This is an optimization exercise on Yosys and OpenROAD, whose aim is a short achievable clock period and few clock cycles per item, not a production implementation. In this exercise RTL edits were held to simulation tests only and were not proved equivalent to the original. Power and IR drop assume default switching activity.

==> amber <==
==> flow/design.v (excerpt) <==
module pll_ctrl (
    input             clk,
    input             rst,           
    input             in_valid,
    output            in_ready,
    input      [63:0] in_word,
    output            out_valid,
    input             out_ready,
    output     [63:0] out_word,
    output            synth_valid,
    output     [31:0] synth_reg
);
    localparam [33:0] TWO_TICK_CS = 34'd9600000000;   
    localparam [3:0]  FRAC_INIT   = 4'd8;
    reg  [1:0]  active_src;
    reg  [31:0] current_rate;
    reg         rate_valid;
    reg         fl_unsup, fl_stall, fl_los, fl_badcmd, fl_fallback;
    reg  [15:0] adder;
    reg  [3:0]  frac_index;
    reg         first_update;
    reg  [15:0] prev_count;
    reg         prev_valid;
    reg  [31:0] integ;           
    reg  [1:0]  lock;
    reg  [3:0]  dwell;
    wire [7:0]  flags = {fl_fallback, fl_badcmd, fl_los, 1'b0, fl_stall, 2'b00, fl_unsup};
    reg         in_ready_r;
    assign in_ready = in_ready_r;
    wire        acc = in_valid & in_ready_r;
    wire [63:0] w      = in_word;
    wire [1:0]  w_src  = w[33:32];
    wire [31:0] w_freq = w[31:0];
    wire [15:0] cnt    = w[15:0];
    wire is_selsrc  = (w[63:34] == {8'h10, 22'd0}) && (w[31:0] == 32'd0);
    wire is_setrate = (w[63:32] == 32'h11000000);
    wire is_getstat = (w == 64'h1200000000000000);
    wire is_clrflag = (w[63:8] == 56'h13000000000000);
    wire is_synget  = (w[63:32] == 32'h14000000);
  ...
export LEC_CHECK = 0
export CAP_MARGIN = 50
export CORE_MARGIN = 2
export CORE_UTILIZATION = 40
export PLACE_DENSITY = 0.6
export SLEW_MARGIN = 70
export SYNTH_HIERARCHICAL = 1
export SYNTH_MINIMUM_KEEP_SIZE = 0
create_clock -name core_clock -period 20.0 [get_ports {clk}]
standard.sh (not shown) runs the stock make flow with config.mk's settings and CLKGATE_MAP_FILE= SYNTH_SCRIPT=/design/flow/synth_recipe.tcl, a recipe that flattens the netlist after the stock synthesis.
==> flow/flow/run.sh <==
#!/bin/bash
# The standard layout, with the port buffers made of sky130_fd_sc_hd__buf_4
# instead of the delay buffer that buffer_ports picks by default.
set -euo pipefail
export BUFFER_PORTS_ARGS="-buffer_cell sky130_fd_sc_hd__buf_4"
bash standard.sh > standard.log 2>&1
==> inputs of delta, as changes to amber <==
--- a/flow/design.v
+++ b/flow/design.v
@@ -296,25 +296,42 @@
     assign sw_sel  = acc & is_selsrc & (w_src != active_src);
     assign sw_los  = acc & is_los & (w_src == active_src) & (w_src != 2'd0);
     assign sw_any  = sw_rate | sw_sel | sw_los;
     wire prev_valid_nx = sw_any ? 1'b0 : (ev_prime ? 1'b1 : prev_valid);
     wire pend_nx       = sw_rate | s1_apply | s2_apply;    
-    wire [15:0] p_nx = rst ? 16'd0 : (ev_prime | ev_calc) ? cnt : prev_count;
-    wire [15:0] a_cu = rst ? 16'd0 : adder;
-    wire [16:0] dv_u;
-    wire [18:0] dv_ta, dv_tb, dv_tc;
-    wire [15:0] dv_k3, dv_k16;
-    pll_der u_der (.p(p_nx), .a(a_cu), .u(dv_u), .ta(dv_ta), .tb(dv_tb), .tc(dv_tc),
-                   .k3(dv_k3), .k16(dv_k16));
+    wire [15:0] a_nx = adder;
+    wire [15:0] p_kp = prev_count;
+    wire [16:0] dc_u,  dh_u;
+    wire [18:0] dc_ta, dc_tb, dc_tc, dh_ta, dh_tb, dh_tc;
+    wire [15:0] dc_k3, dc_k16, dh_k3, dh_k16;
+    pll_der u_der_c (.p(cnt),  .a(a_nx), .u(dc_u), .ta(dc_ta), .tb(dc_tb), .tc(dc_tc),
+                     .k3(dc_k3), .k16(dc_k16));
+    pll_der u_der_h (.p(p_kp), .a(a_nx), .u(dh_u), .ta(dh_ta), .tb(dh_tb), .tc(dh_tc),
+                     .k3(dh_k3), .k16(dh_k16));
+    wire        use_c  = ev_prime | ev_calc;
+    wire [16:0] dv_u   = use_c ? dc_u   : dh_u;
+    wire [18:0] dv_ta  = use_c ? dc_ta  : dh_ta;
+    wire [18:0] dv_tb  = use_c ? dc_tb  : dh_tb;
+    wire [18:0] dv_tc  = use_c ? dc_tc  : dh_tc;
+    wire [15:0] dv_k3  = use_c ? dc_k3  : dh_k3;
+    wire [15:0] dv_k16 = use_c ? dc_k16 : dh_k16;
     always @(posedge clk) begin
-        u_r   <= dv_u;
-        ms_th <= {dv_tc[15:0], dv_tb[15:0], dv_ta[15:0]};
-        ms_f  <= {dv_tc[18], ~dv_tc[18] & (dv_tc[17:16] != 2'd0),
-                  dv_tb[18], ~dv_tb[18] & (dv_tb[17:16] != 2'd0),
-                  dv_ta[18], ~dv_ta[18] & (dv_ta[17:16] != 2'd0)};
-        k3    <= dv_k3;
-        k16   <= dv_k16;
+        if (rst) begin
+            u_r   <= 17'd0;
+            ms_th <= {16'h8000, 16'h8000, 16'h8000};    
+            ms_f  <= 6'b10_10_00;
+            k3    <= 16'd3;
+            k16   <= 16'd16;
+        end else begin
+            u_r   <= dv_u;
+            ms_th <= {dv_tc[15:0], dv_tb[15:0], dv_ta[15:0]};
+            ms_f  <= {dv_tc[18], ~dv_tc[18] & (dv_tc[17:16] != 2'd0),
+                      dv_tb[18], ~dv_tb[18] & (dv_tb[17:16] != 2'd0),
+                      dv_ta[18], ~dv_ta[18] & (dv_ta[17:16] != 2'd0)};
+            k3    <= dv_k3;
+            k16   <= dv_k16;
+        end
     end
     always @(posedge clk) begin
         if (rst)
             in_ready_r <= 1'b1;
         else
@@ -439,45 +456,45 @@
     output [63:0]  i_h1,      
     output [11:0]  i_c0,      
     output [11:0]  i_c1,      
     output [35:0]  fr         
 );
-    function [39:0] ks(input [39:0] a, input [39:0] b);    
-        reg [39:0] g, p, gg, pp;
+    function [35:0] ks(input [35:0] a, input [35:0] b);    
+        reg [35:0] g, p, gg, pp;
         integer l, i;
         begin
             g = a & b; p = a ^ b; gg = g; pp = p;
-            for (l = 1; l < 40; l = l * 2)
-                for (i = 39; i >= l; i = i - 1) begin
+            for (l = 1; l < 36; l = l * 2)
+                for (i = 35; i >= l; i = i - 1) begin
                     gg[i] = gg[i] | (pp[i] & gg[i-l]);
                     pp[i] = pp[i] & pp[i-l];
                 end
-            ks = p ^ {gg[38:0], 1'b0};
+            ks = p ^ {gg[34:0], 1'b0};
         end
     endfunction
-    function [79:0] csa(input [39:0] a, input [39:0] b, input [39:0] c);
+    function [71:0] csa(input [35:0] a, input [35:0] b, input [35:0] c);
         csa = {((a & b) | (a & c) | (b & c)) << 1, a ^ b ^ c};
     endfunction
-    wire [39:0] ix  = {{8{integ[31]}}, integ};
-    wire [39:0] nu  = ~{23'd0, u};
-    wire [39:0] nu8 = ~{20'd0, u, 3'd0};
-    wire [79:0] r1  = csa(ix, nu, nu8);
+    wire [35:0] ix  = {{4{integ[31]}}, integ};
+    wire [35:0] nu  = ~{19'd0, u};
+    wire [35:0] nu8 = ~{16'd0, u, 3'd0};
+    wire [71:0] r1  = csa(ix, nu, nu8);
     genvar m, j;
     generate
         for (m = -1; m <= 2; m = m + 1) begin : g_m
             for (j = -3; j <= 4; j = j + 1) begin : g_j
                 localparam integer IDX = (m + 1) * 8 + j + 3;
-                wire [39:0] k  = 2 + 589824 * m - 16 * j;
-                wire [79:0] r2 = csa(r1[39:0], r1[79:40], k);
-                wire [39:0] wv = ks(r2[39:0], r2[79:40]);
+                wire [35:0] k  = 2 + 589824 * m - 16 * j;
+                wire [71:0] r2 = csa(r1[35:0], r1[71:36], k);
+                wire [35:0] wv = ks(r2[35:0], r2[71:36]);
                 assign th_lo[IDX*22 +: 22] = {2'b00, wv[19:0]};
-                assign th_f1[IDX] = ~wv[39];
-                assign th_v[IDX]  = &wv[39:20];
+                assign th_f1[IDX] = ~wv[35];
+                assign th_v[IDX]  = &wv[35:20];
             end
-            wire [39:0] kg = 1 + 65536 * m;
-            wire [79:0] q2 = csa(ix, nu, kg);
-            wire [39:0] g  = ks(q2[39:0], q2[79:40]);
+            wire [35:0] kg = 1 + 65536 * m;
+            wire [71:0] q2 = csa(ix, nu, kg);
+            wire [35:0] g  = ks(q2[35:0], q2[71:36]);
             wire [17:0] h0 = g[33:16];
             wire [17:0] h1 = g[33:16] + 18'd1;
             assign i_lo[(m+1)*16 +: 16] = g[15:0];
             assign i_h0[(m+1)*16 +: 16] = h0[15:0];
             assign i_h1[(m+1)*16 +: 16] = h1[15:0];
@@ -659,12 +676,19 @@
     output         e_small,
     output         e_big
 );
     localparam [31:0] I_MAX = 32'h7FFFFFFF;
     localparam [31:0] I_MIN = 32'h80000001;
-    wire [19:0] cx, co, ca;
-    pll_c9 u_c9 (.cnt(cnt), .x(cx), .o(co), .a(ca));
+    wire [19:0] cx [0:3];
+    wire [19:0] co [0:3];
+    wire [19:0] ca [0:3];
+    genvar r;
+    generate
+        for (r = 0; r < 4; r = r + 1) begin : g_c9
+            pll_c9 u_c9 (.cnt(cnt), .x(cx[r]), .o(co[r]), .a(ca[r]));
+        end
+    endgenerate
     wire [2:0] ge;
     genvar k;
     generate
         for (k = 0; k < 3; k = k + 1) begin : g_ms
             pll_ge16 u_ge (.a(cnt), .b(ms_th[k*16 +: 16]), .ge(ge[k]));
@@ -676,11 +700,11 @@
     wire [3:0] sel = {~le_1, le_1 & ~le_0, le_0 & ~le_m1, le_m1};    
     wire [31:0] cy;
     wire [31:0] t;
     generate
         for (k = 0; k < 32; k = k + 1) begin : g_t
-            pll_cmp u_cmp (.lo(th_lo[k*22 +: 20]), .x(cx), .o(co), .a(ca), .c(cy[k]));
+            pll_cmp u_cmp (.lo(th_lo[k*22 +: 20]), .x(cx[k/8]), .o(co[k/8]), .a(ca[k/8]), .c(cy[k]));
             assign t[k] = th_f1[k] | (th_v[k] & cy[k]);
         end
     endgenerate
     wire [7:0] th = ({8{sel[0]}} & t[7:0])   | ({8{sel[1]}} & t[15:8]) |
                     ({8{sel[2]}} & t[23:16]) | ({8{sel[3]}} & t[31:24]);
CORE_UTILIZATION = 55   (was 40)
PLACE_DENSITY = 0.72   (was 0.6)
==> summary of the runs <==
- Of amber and delta, amber has the higher critical path depth (gap 12).
- Combinational power: delta is higher than amber (about 2%).
- Between delta and amber, the lower wire length is in amber (gap 6.0%, measured against amber).
- Of delta and amber, delta has the higher register-to-register slack (gap 20 ps).
- Between delta and amber, the lower global-route usage is in amber (gap 13 points).
- Sequential share of layout area: amber is higher than delta (0.31 points).
- Of amber and delta, amber has the higher cell count (gap about 2.7%, measured against delta).
- In amber the first-iteration DRC count is smaller than in delta, by 20%.
- Of amber and delta, delta has the higher final area (gap about 1.6%, measured against delta).
- In amber the via count is lower than in delta, by about 6%.
Testbench counts of amber, summed over its fixed seeds: cycles 25,213, messages 24,000.
Testbench counts of delta, summed over its fixed seeds: cycles 25,213, messages 24,000.

static timing again, ports no longer ideal:
Ports are ideal in the flow. The routed layouts listed here were re-timed in OpenROAD. Step 1 assumes that a clkbuf_16 drives the clock port and a buf_2 every other input. Step 2, shift: input delay + t, output delay - t, t = (earliest + latest rising clock arrival at the registers) / 2. This alone moves slack from input paths to output paths. a / b / c = no drivers / after step 1 / after step 2; a / b = the first two.
run	t (ns)	slack for setup (ns)	clock arrival spread, ns	worst data-port slew with drivers (ns)
amber	1.029	11.575 / 11.575 / 10.617	0.172 / 0.172	0.16
delta	1.030	11.581 / 11.598 / 10.654	0.151 / 0.151	0.20
After both steps every run listed still meets setup and hold. The setup slack of amber, which loses most, moves by 0.000 ns with the drivers and by -0.958 ns with both steps.
